Source: an optimization exercise on an open RTL-to-GDS flow (aim: small area). Production flows keep margins and buffers that such runs may drop.
Function was checked by simulation only, so behaviour that the tests miss may differ from the original.
Power and IR drop assume default switching activity.

## flow/design.v

```verilog
module itcs_softled (
  input             clk,
  input             rst,
  input             cmd_valid,
  input      [7:0]  cmd_op,
  input      [7:0]  cmd_ch,
  input      [15:0] cmd_a,
  input             cmd_f0,
  output reg        rsp_valid,
  output reg        rsp_result,
  output reg        rsp_err,
  output            frame_start,
  output     [7:0]  led_out
);
  localparam [2:0] ST_NA  = 3'd0, ST_OFF = 3'd1, ST_ON  = 3'd2, ST_ACT = 3'd3,
                   ST_UPL = 3'd4, ST_UPC = 3'd5, ST_DNL = 3'd6, ST_DNC = 3'd7;
  localparam [2:0] PC_NONE = 3'd0, PC_ATT = 3'd1, PC_ON = 3'd2, PC_OFF = 3'd3,
                   PC_TOG = 3'd4, PC_WR = 3'd5, PC_RISE = 3'd6;
  localparam [2:0] E_IDLE = 3'd0, E_EDGE = 3'd1, E_MULA = 3'd2, E_DIVA = 3'd3,
                   E_MULB = 3'd4, E_DIVB = 3'd5;
  reg  [10:0] ph;
  wire        bnd     = (ph == 11'd1999);
  wire        ph_lo8  = (ph[10:3] == 8'd0);     
  wire        ph_last = (ph[10:3] == 8'd249);   
  wire [2:0]  hl      = ph[2:0];                
  assign frame_start = (ph == 11'd0);
  always @(posedge clk) begin
    if (rst || bnd) ph <= 11'd0;
    else            ph <= ph + 11'd1;
  end
  reg [2:0]  r_st   [0:7];
  reg [6:0]  r_v    [0:7];    
  reg [14:0] r_s    [0:7];    
  reg [14:0] r_m    [0:7];    
  reg [10:0] r_duty [0:7];    
  reg [10:0] r_od   [0:7];    
  wire [2:0]  h_st   = r_st[0];
  wire [6:0]  h_v    = r_v[0];
  wire [14:0] h_s    = r_s[0];
  wire [14:0] h_m    = r_m[0];
  wire [10:0] h_duty = r_duty[0];
  wire [10:0] h_od   = r_od[0];
  wire h_ramp  = h_st[2];
  wire h_up    = h_st[2] & ~h_st[1];
  wire h_curve = h_st[0];
  wire h_run   = h_st[2] | (h_st == ST_ACT);
  wire h_seton = (h_st == ST_ON) | (h_st == ST_ACT) | h_up;
  wire h_att   = (h_st != ST_NA);
  reg [2:0]  n_st;
  reg [6:0]  n_v;
  reg [14:0] n_s;
  reg [14:0] n_m;
  reg [10:0] n_duty;
  reg [10:0] n_od;
  integer k;
  always @(posedge clk) begin
    for (k = 0; k < 7; k = k + 1) begin
      r_st[k]   <= r_st[k+1];
      r_v[k]    <= r_v[k+1];
      r_s[k]    <= r_s[k+1];
      r_m[k]    <= r_m[k+1];
      r_duty[k] <= r_duty[k+1];
      r_od[k]   <= r_od[k+1];
    end
    r_st[7]   <= n_st;
    r_v[7]    <= n_v;
    r_s[7]    <= n_s;
    r_m[7]    <= n_m;
    r_duty[7] <= n_duty;
    r_od[7]   <= n_od;
    if (rst)
      for (k = 0; k < 8; k = k + 1) r_st[k] <= ST_NA;
  end
  reg  [2:0]  eng;
  reg         f;        
  reg         c;        
  reg  [15:0] H;        
  reg  [14:0] L;        
  reg  [14:0] B;        
  reg  [2:0]  cur;      
  reg         fs;       
  reg  [2:0]  pc;       
  wire        at_cur   = (hl == cur);
  wire        sw       = at_cur & ~ph[3];
  wire        cmd_here = (pc != PC_NONE) & sw;
  wire        e_mul  = (eng == E_MULA) | (eng == E_MULB);
  wire        e_div  = (eng == E_DIVA) | (eng == E_DIVB);
  wire        e_edge = (eng == E_EDGE);
  wire        sub    = e_div | (e_edge & sw);
  wire [15:0] add_b  = {sub | (e_edge & (L[0] ^ c)), B & {15{sub | (e_mul & L[0])}}};
  wire [16:0] add_s  = {1'b0, H} + {1'b0, add_b} + {16'd0, sub};
  wire        q_bit  = add_s[16] & ~(e_mul & sw);    
  wire [14:0] rem    = q_bit ? add_s[14:0] : H[14:0];
  wire [10:0] v20 = {n_v, 4'd0} + {2'd0, n_v, 2'd0};
  wire        op_att  = (cmd_op == 8'h20);
  wire        op_on   = (cmd_op == 8'h21);
  wire        op_off  = (cmd_op == 8'h22);
  wire        op_tog  = (cmd_op == 8'h23);
  wire        op_wr   = (cmd_op == 8'h24);
  wire        op_rise = (cmd_op == 8'h25);
  wire        op_nop  = (cmd_op == 8'h00);
  wire        op_led  = op_att | op_on | op_off | op_tog | op_wr | op_rise;
  wire        ch_ok   = (cmd_ch[7:3] == 5'd0);
  wire [6:0]  c_v     = (cmd_a > 16'd100) ? 7'd100 : cmd_a[6:0];
  wire [14:0] c_nm    = (cmd_a[15:1] == 15'd0) ? 15'd1 : cmd_a[15:1];
  wire [2:0]  c_pc    = cmd_op[2:0] + 3'd1;     
  wire [2:0]  c_st    = r_st[cmd_ch[2:0] - hl];
  wire        c_att   = ch_ok & (c_st != ST_NA);
  wire        c_seton = (c_st == ST_ON) | (c_st == ST_ACT) | (c_st[2] & ~c_st[1]);
  wire        c_want  = op_on | (op_tog & ~c_seton) | (op_wr & (cmd_a != 16'd0));
  wire        c_start = c_att & (op_on | op_off | op_tog | op_wr) & (c_want != c_seton) &
                        ((c_st == ST_OFF) | (c_st == ST_ON));
  wire        c_late  = c_start | (c_att & op_rise);
  reg  [6:0]  rcnt;
  wire [6:0]  b_v     = B[6:0];
  wire        b_f0    = B[14];
  wire        want_on = (pc == PC_ON)  ? 1'b1 :
                        (pc == PC_OFF) ? 1'b0 :
                        (pc == PC_TOG) ? ~h_seton :
                                         (b_v != 7'd0);
  wire        is_sw   = (pc == PC_ON) | (pc == PC_OFF) | (pc == PC_TOG) | (pc == PC_WR);
  wire        edge_end = e_edge & sw;
  wire        settle   = f ? (add_s[16] | c) : (h_s[14:1] == 14'd0);
  reg         d_wr;     
  reg  [10:0] d_x;      
  wire [10:0] d_cl = (d_x < 11'd20) ? 11'd20 : (d_x > 11'd1980) ? 11'd1980 : d_x;
  always @(*) begin
    n_st   = h_st;
    n_v    = h_v;
    n_s    = h_s;
    n_m    = h_m;
    n_od   = h_od;
    d_wr   = 1'b0;
    d_x    = 11'd0;
    if (ph_lo8)
      n_od = h_run ? (h_duty - {8'd0, hl} - 11'd1) : (h_st == ST_ON) ? 11'd2047 : 11'd0;
    if (cmd_here) begin
      if (pc == PC_ATT) begin
        if (!h_att) begin
          n_st  = ST_OFF;
          n_od  = b_f0 ? 11'd2047 : 11'd0;    
          n_v   = 7'd100;
          n_s   = 15'd0;
          n_m   = 15'd25;
        end
      end else if (is_sw && h_att) begin
        if (pc == PC_WR && b_v != 7'd0)
          n_v = b_v;
        if (want_on != h_seton) begin
          n_st = want_on ? (b_f0 ? ST_UPC : ST_UPL) : (b_f0 ? ST_DNC : ST_DNL);
          if (!h_run) begin
            d_wr = 1'b1;
            d_x  = (h_st == ST_ON) ? v20 : 11'd0;
          end
        end else if (pc == PC_WR && b_v != 7'd0 &&
                     (h_st == ST_ON || h_st == ST_ACT)) begin
          if (b_v == 7'd100) n_st = ST_ON;
          else               n_st = ST_ACT;
        end
      end
    end
    if (edge_end) begin
      if (settle) begin
        if (f) begin
          n_s = h_m;
          if (h_v == 7'd100) n_st = ST_ON;
          else               n_st = ST_ACT;
        end else begin
          n_s  = 15'd0;
          n_st = ST_OFF;
        end
      end else
        n_s = L;
    end
    if (n_st == ST_ACT) begin
      d_wr = 1'b1;
      d_x  = v20;
    end
    if (sw && eng == E_MULB && f) n_m = B;            
    if (sw && eng == E_DIVB) begin
      if (f) n_s = L;                                 
      else begin                                      
        d_wr = 1'b1;
        d_x  = L[10:0];
      end
    end
    n_duty = d_wr ? d_cl : h_duty;
  end
  wire job_rise = cmd_here & (pc == PC_RISE) & h_att;
  wire job_edge = fs & sw & h_ramp;
  always @(posedge clk) begin
    if (rst) begin
      eng       <= E_IDLE;
      pc        <= PC_NONE;
      rsp_valid <= 1'b0;
      rcnt      <= 7'd0;
    end else begin
      rsp_valid <= (cmd_valid & ~c_late) | (rcnt == 7'd1);
      if (cmd_valid & c_late)  rcnt <= (c_start & cmd_f0) ? 7'd98 : 7'd82;
      else if (rcnt == 7'd1)   rcnt <= 7'd0;
      else                     rcnt <= {rcnt[5:0], rcnt[6] ^ rcnt[5]};
      if (cmd_valid && op_led && ch_ok) pc <= c_pc;
      if (cmd_here)                     pc <= PC_NONE;
      case (eng)
        E_IDLE:         if (job_rise) eng <= E_MULB;
                        else if (job_edge) eng <= E_EDGE;
        E_EDGE:         if (sw) eng <= settle ? E_IDLE : h_curve ? E_MULA : E_MULB;
        E_MULA:         if (sw) eng <= E_DIVA;
        E_MULB:         if (sw) eng <= E_DIVB;
        E_DIVA:         if (sw) eng <= E_MULB;
        default:        if (sw) eng <= E_IDLE;
      endcase
    end
  end
  always @(posedge clk) begin
    rsp_result <= cmd_valid & op_att & ch_ok & (c_st == ST_NA);
    rsp_err    <= cmd_valid & ~op_nop & ~op_led;
    if (cmd_valid && op_led && ch_ok) begin
      cur <= cmd_ch[2:0];
      B   <= op_rise ? c_nm : {cmd_f0, 7'd0, c_v};
    end
    if (ph == 11'd7) begin
      fs  <= 1'b1;
      cur <= 3'd0;
    end
    case (eng)
      E_IDLE: begin
        H <= 16'd0;
        L <= n_s;
        c <= 1'b1;
        if (job_rise)
          f <= 1'b1;
        else if (fs && sw) begin
          if (h_ramp) begin
            f <= h_up;
            B <= ~h_m;
          end else begin
            cur <= cur + 3'd1;
            if (cur == 3'd7) fs <= 1'b0;
          end
        end
      end
      E_EDGE: begin
        if (sw) begin
          H <= 16'd0;
          L <= n_s;
          f <= 1'b0;
          if (settle) begin
            cur <= cur + 3'd1;
            if (cur == 3'd7) fs <= 1'b0;
          end else
            B <= h_curve ? n_s : v20;
        end else begin
          H <= {1'b0, add_s[15:1]};
          L <= {L[0] ^ c, L[14:1]};
          c <= c & ~(L[0] ^ f);
        end
      end
      E_MULA, E_MULB: begin
        if (sw) begin
          B <= ~h_m;
          H <= {rem, L[14]};
          L <= {L[13:0], 1'b0};
        end else begin
          H <= {1'b0, add_s[15:1]};
          L <= {add_s[0], L[14:1]};
        end
      end
      default: begin  
        if (sw) begin
          H <= 16'd0;
          if (eng == E_DIVA)
            B <= v20;
          else begin
            cur <= cur + 3'd1;
            if (cur == 3'd7) fs <= 1'b0;
          end
        end else begin
          H <= {rem, L[14]};
          L <= {L[13:0], q_bit};
        end
      end
    endcase
  end
  reg  [7:0] pin;
  reg  [2:0] lf [0:7];
  assign led_out = pin;
  wire        h_high = h_att & (h_st != ST_OFF);
  wire        h_top  = &h_od[10:6];
  wire        ev_tr  = (h_od[10:3] == ph[10:3]);               
  wire [2:0]  ev_d   = ph_last ? ~hl : h_od[2:0];              
  wire        sched  = ~ph_lo8 & (ph_last ? (h_high ^ h_top) : ev_tr);
  wire        fire_now = sched & (ev_d == 3'd0);
  reg  [2:0]  ev_x;
  always @(*) begin
    case (ev_d)
      3'd1: ev_x = 3'd1;
      3'd2: ev_x = 3'd4;
      3'd3: ev_x = 3'd6;
      3'd4: ev_x = 3'd7;
      3'd5: ev_x = 3'd3;
      3'd6: ev_x = 3'd5;
      3'd7: ev_x = 3'd2;
      default: ev_x = 3'd0;
    endcase
    if (!sched) ev_x = 3'd0;
  end
  genvar g;
  generate
    for (g = 0; g < 8; g = g + 1) begin : gen_pin
      wire vis  = (hl == g);
      wire fire = vis ? fire_now : (~ph_lo8 & (lf[g] == 3'd1));
      always @(posedge clk) begin
        if (rst)       pin[g] <= 1'b0;
        else if (fire) pin[g] <= ~pin[g];
        lf[g] <= vis ? ev_x : {lf[g][1:0], lf[g][2] ^ lf[g][1]};
      end
    end
  endgenerate
endmodule
```

## flow/flow/run.sh

```bash
#!/bin/bash
export CTS_ARGS="-sink_clustering_enable -repair_clock_nets -dont_use_dummy_load -sink_clustering_size 26 -sink_clustering_max_diameter 100 -buf_list sky130_fd_sc_hd__clkbuf_16"
export BUFFER_PORTS_ARGS="-buffer_cell sky130_fd_sc_hd__buf_1"
bash standard.sh > standard.log 2>&1
```

## flow/standard.sh

```bash
#!/bin/bash
# synth_recipe.tcl (not shown) runs the flow's synth.tcl, then flattens the netlist and writes it again
# the make line also repeats each setting of config.mk as NAME=value (left out here)
make -C /OpenROAD-flow-scripts/flow DESIGN_CONFIG=/design/flow/config.mk WORK_HOME=/design/flow/orfs CLKGATE_MAP_FILE= SYNTH_SCRIPT=/design/flow/synth_recipe.tcl "${@:-finish}"
```

## flow/config.mk

```make
export PLATFORM = sky130hd
export DESIGN_NAME = itcs_softled
export DESIGN_NICKNAME = itcs_softled
export VERILOG_FILES = /design/flow/design.v
export SDC_FILE = /design/flow/constraint.sdc
export NUM_CORES = 4
export LEC_CHECK = 0
export CAP_MARGIN = 20
export CORE_MARGIN = 2
export CORE_UTILIZATION = 60
export PLACE_DENSITY = 0.75
export SLEW_MARGIN = 20
```

## flow/constraint.sdc

```tcl
create_clock -name core_clock -period 30.0 [get_ports {clk}]
set_input_delay 6.0000 -clock core_clock [delete_from_list [all_inputs] [get_ports {clk}]]
set_output_delay 6.0000 -clock core_clock [all_outputs]
set_load 0.01 [all_outputs]
```

==> run notes <==
DR iter-0 viols -> 1069
gr usage total -> 23.6%
Worst Path Buf+Inv -> 3
syn_nets -> 1785
Rel. slew slack -> 26.5%
FF-to-FF path depth -> 18
DR DRC count -> 0
Detail Route Antenna Nets -> 0
Synth warnings -> 8
Worst-path clk slew -> 0.10 ns
power per standard cell area -> 67.1 mW/mm^2
endpoints failing setup -> 0
Vias -> 12300
Mapped Cells -> 1707
Pre-Repair DR Iteration Count -> 5
Worst path top cell family by delay -> compound AO/OA/AOI/OAI gates
Critical Path Max Stage Delay -> 0.49 ns
initial antenna violation count -> 0
synth cell count leaders -> 590 x dfxtp_1, 139 x nand2_1, 136 x nor2_1
Slowest-stage cell, CP -> xnor3_2
RSZ-0062 raised after global routing -> no
R2R Path End -> B[8]
Max Fclk -> 0.114 GHz
Skew-Pair Late Insertion Delay -> 0.58 ns
crit end category -> flop
row count -> 65
crit start category -> input port
gr ovfl total -> 0
root buffer cell -> clkbuf_16
n_diodes -> 0
area share of the largest cell type after synthesis -> 61.6%
final HPWL from detailed placement -> 27800 microns
worst clock skew -> 0.0386 ns
WHS -> 0.315 ns
Setup CP Type -> in -> reg
Final Cycle Share -> 29.2%
Worst EP required -> 30.41 ns
#FFs+latches synth -> 607
core area -> 0.0316 sq mm
cts-stage hold buffer count -> 0
routability cong. -> 0.960
crit-path cells -> buf_1 -> inv_1 -> ha_1 -> inv_1 -> fa_1 -> xnor3_2 -> mux2i_1 -> o211ai_1 -> a221o_1 -> or3_4 -> a2111oi_4 -> nor2_2 -> nor3_4 -> nand2b_1 -> a21oi_1
setup tns final -> 0 ns
CTS resizes -> 0
cell taking the most area after synthesis -> dfxtp_1
Post-synth EDFFs -> 17
Top Ports -> 48
TritonCTS clock tree -> built
initial cell density of the core -> 60.8%
fin. max-slew vios -> 0
dominant cells by area after synthesis -> dfxtp_1 62%, nand2_1 2.7%, edfxtp_1 2.7%
synthesized area -> 0.0192 sq mm
# placed instances -> 2100
DIE WIDTH -> 183 microns
Seq/Total Area, Yosys -> 64.2%
status -> finished clean
Non-Filler Instances -> 2127
RR Startpoint -> ph[2]
Fin. Hold Viols -> 0
share of post-route cells with drive strength above 1 -> 4.00%
Chip Height -> 183 microns
Clock Tree Buf Depth -> 3
Critical Path Fanout Max -> 9
largest net degree at the start of global routing -> 42
max-cap violation count -> 0
Main synth FF type -> dfxtp_1
hold path start -> r_v[6][2]
H-tree levels -> 1
Port Buffers -> 47
vias in the first global route -> 11800
hold endpoint -> r_v[5][2]
Least-Margin Pin Slew -> 1.08 ns
Clock Sinks -> 607
CP dominant cell by count -> inv_1
Mean Syn Cell Area -> 11.2 sq um
critical path arrival -> 9.18 ns
Hold Path Class -> reg -> reg
Layout Area Growth over Synthesis -> 5.86%
Async SR Flop Fraction -> 0%
CTS buffer count -> 27
Yosys cell types -> 88
most frequent cell after synthesis -> dfxtp_1
LEAKAGE -> 8.10 nW
Min-Delay Path Depth -> 0
routed len/inst -> 18.7 microns
routed vias/inst -> 5.78
fin nets -> 1805
final worst path period need -> 8.77 ns
Fillers -> 2453
flop-to-flop setup slack -> 23.88 ns
first-pass GRT wire length -> 62900 microns
VDD IR max -> 64.8 uV
die area -> 0.0334 sq mm
final WL -> 39800 microns
setup bufs post-CTS -> 0
Power, Total -> 1.36 mW
-- registers in the layout, summed over array words and instances, names as in the netlist, 7 cells and up --
name,cells
lf,24
r_v,56
rcnt,7
r_st,24
r_duty,88
L,15
B,15
H,16
r_m,120
r_od,88
ph,11
r_s,120
pin,8
-- how the worst max path moves through the flow --
stage               startpoint      end  slack, ns  cells after the start
global route         cmd_ch[0]  rcnt[2]      21.04                     15
global placement     cmd_ch[0]  rcnt[5]      20.74                     15
floorplan            cmd_ch[0]  rcnt[5]      21.03                     14
CTS                  cmd_ch[0]  rcnt[5]      21.24                     15
detailed placement   cmd_ch[0]  rcnt[5]      20.65                     15
finish               cmd_ch[0]  rcnt[5]      21.23                     15
-- stage by stage --
stage | area [sq um] | setup slack, ns | utilization, %
floorplan | 19200 | 21.03 | -
global placement | 19600 | 20.74 | 62.2
detailed placement | 19600 | 20.65 | 62.2
CTS | 20300 | 21.24 | 64.3
global route | 20300 | 21.04 | 64.3
finish | 20300 | 21.23 | 64.3
-- placed cells by master (no fill, tap or decap), drive strengths merged, types with 6 or more instances in the layout --
cell	n
nand3	35
inv	47
a22oi	41
a21o	12
nor2	139
dfxtp	590
mux2i	28
buf	52
xor2	33
edfxtp	17
o211ai	13
or3	6
nor3	21
a31oi	15
nand2b	7
and3	12
clkbuf	28
a211oi	9
a22o	28
xnor2	33
nand2	139
o22ai	7
and2	14
a221oi	9
ha	37
nor2b	46
o21ai	100
o31ai	7
nor4	22
a21oi	80
nand4	10
-- power by group --
| group | switching [mW] | total [mW] | internal, mW |
|---|---|---|---|
| Clock | 0.225 | 0.386 | 0.161 |
| Combinational | 0.0583 | 0.102 | 0.0440 |
| Sequential | 0.0369 | 0.875 | 0.838 |
| Total | 0.320 | 1.36 | 1.04 |
-- cell type report --
class / instances / area [sq um] / area share (%)
Tap cell: 402 / 503 / 2.48
Clock buffer: 27 / 676 / 3.33
Sequential cell: 607 / 12300 / 60.7
Inverter: 47 / 176 / 0.869
Timing Repair Buffer: 53 / 223 / 1.10
Multi-Input combinational cell: 991 / 6400 / 31.5
-- logic make-up after synthesis --
logic type	share of synthesized area, %
AO/OA/AOI/OAI	13.2
XOR/XNOR	3.26
adder cells (fa/ha/maj)	2.94
buffers and inverters	2.43
flip-flops	64.2
multiplexers	2.03
AND/OR/NAND/NOR	11.9
-- layer usage --
metal | global-route usage, % | vias to the layer above | part of all wire [%]
met3 | 2.38 | 106 | 5.7
li1 | - | 5948 | -
met1 | 30.9 | 5802 | 43
met4 | 11.7 | 0 | 4.9
met2 | 39.5 | 431 | 46
met5 | 0 | - | 0

-- separate check: timing with driven ports --
No port has a modelled driver above. Below, the same layout with a new extraction and two added sets of constraints.
Step 1 (the two cells are an assumption about what drives the block):
set clk [get_ports {clk}]
set_driving_cell -lib_cell sky130_fd_sc_hd__clkbuf_16 $clk
set_driving_cell -lib_cell sky130_fd_sc_hd__buf_2 [delete_from_list [all_inputs] $clk]
Step 2 moves the port delays by t, midway between the first and last clock arrival at a register: inputs arrive t later, outputs are due t later. That takes back most of the time a late clock gives input paths.
a / b / c = no drivers / after step 1 / after step 2; a / b = the first two.
t (ns): 0.611
slack for setup (ns): 21.229 / 21.239 / 20.628
worst slew at a driven data input, ns: 0.05
cell pins on the clock port's net: 1
After both steps setup and hold are still met in this run. For this run, drivers alone change the setup slack by +0.010 ns; drivers and shift together by -0.601 ns.
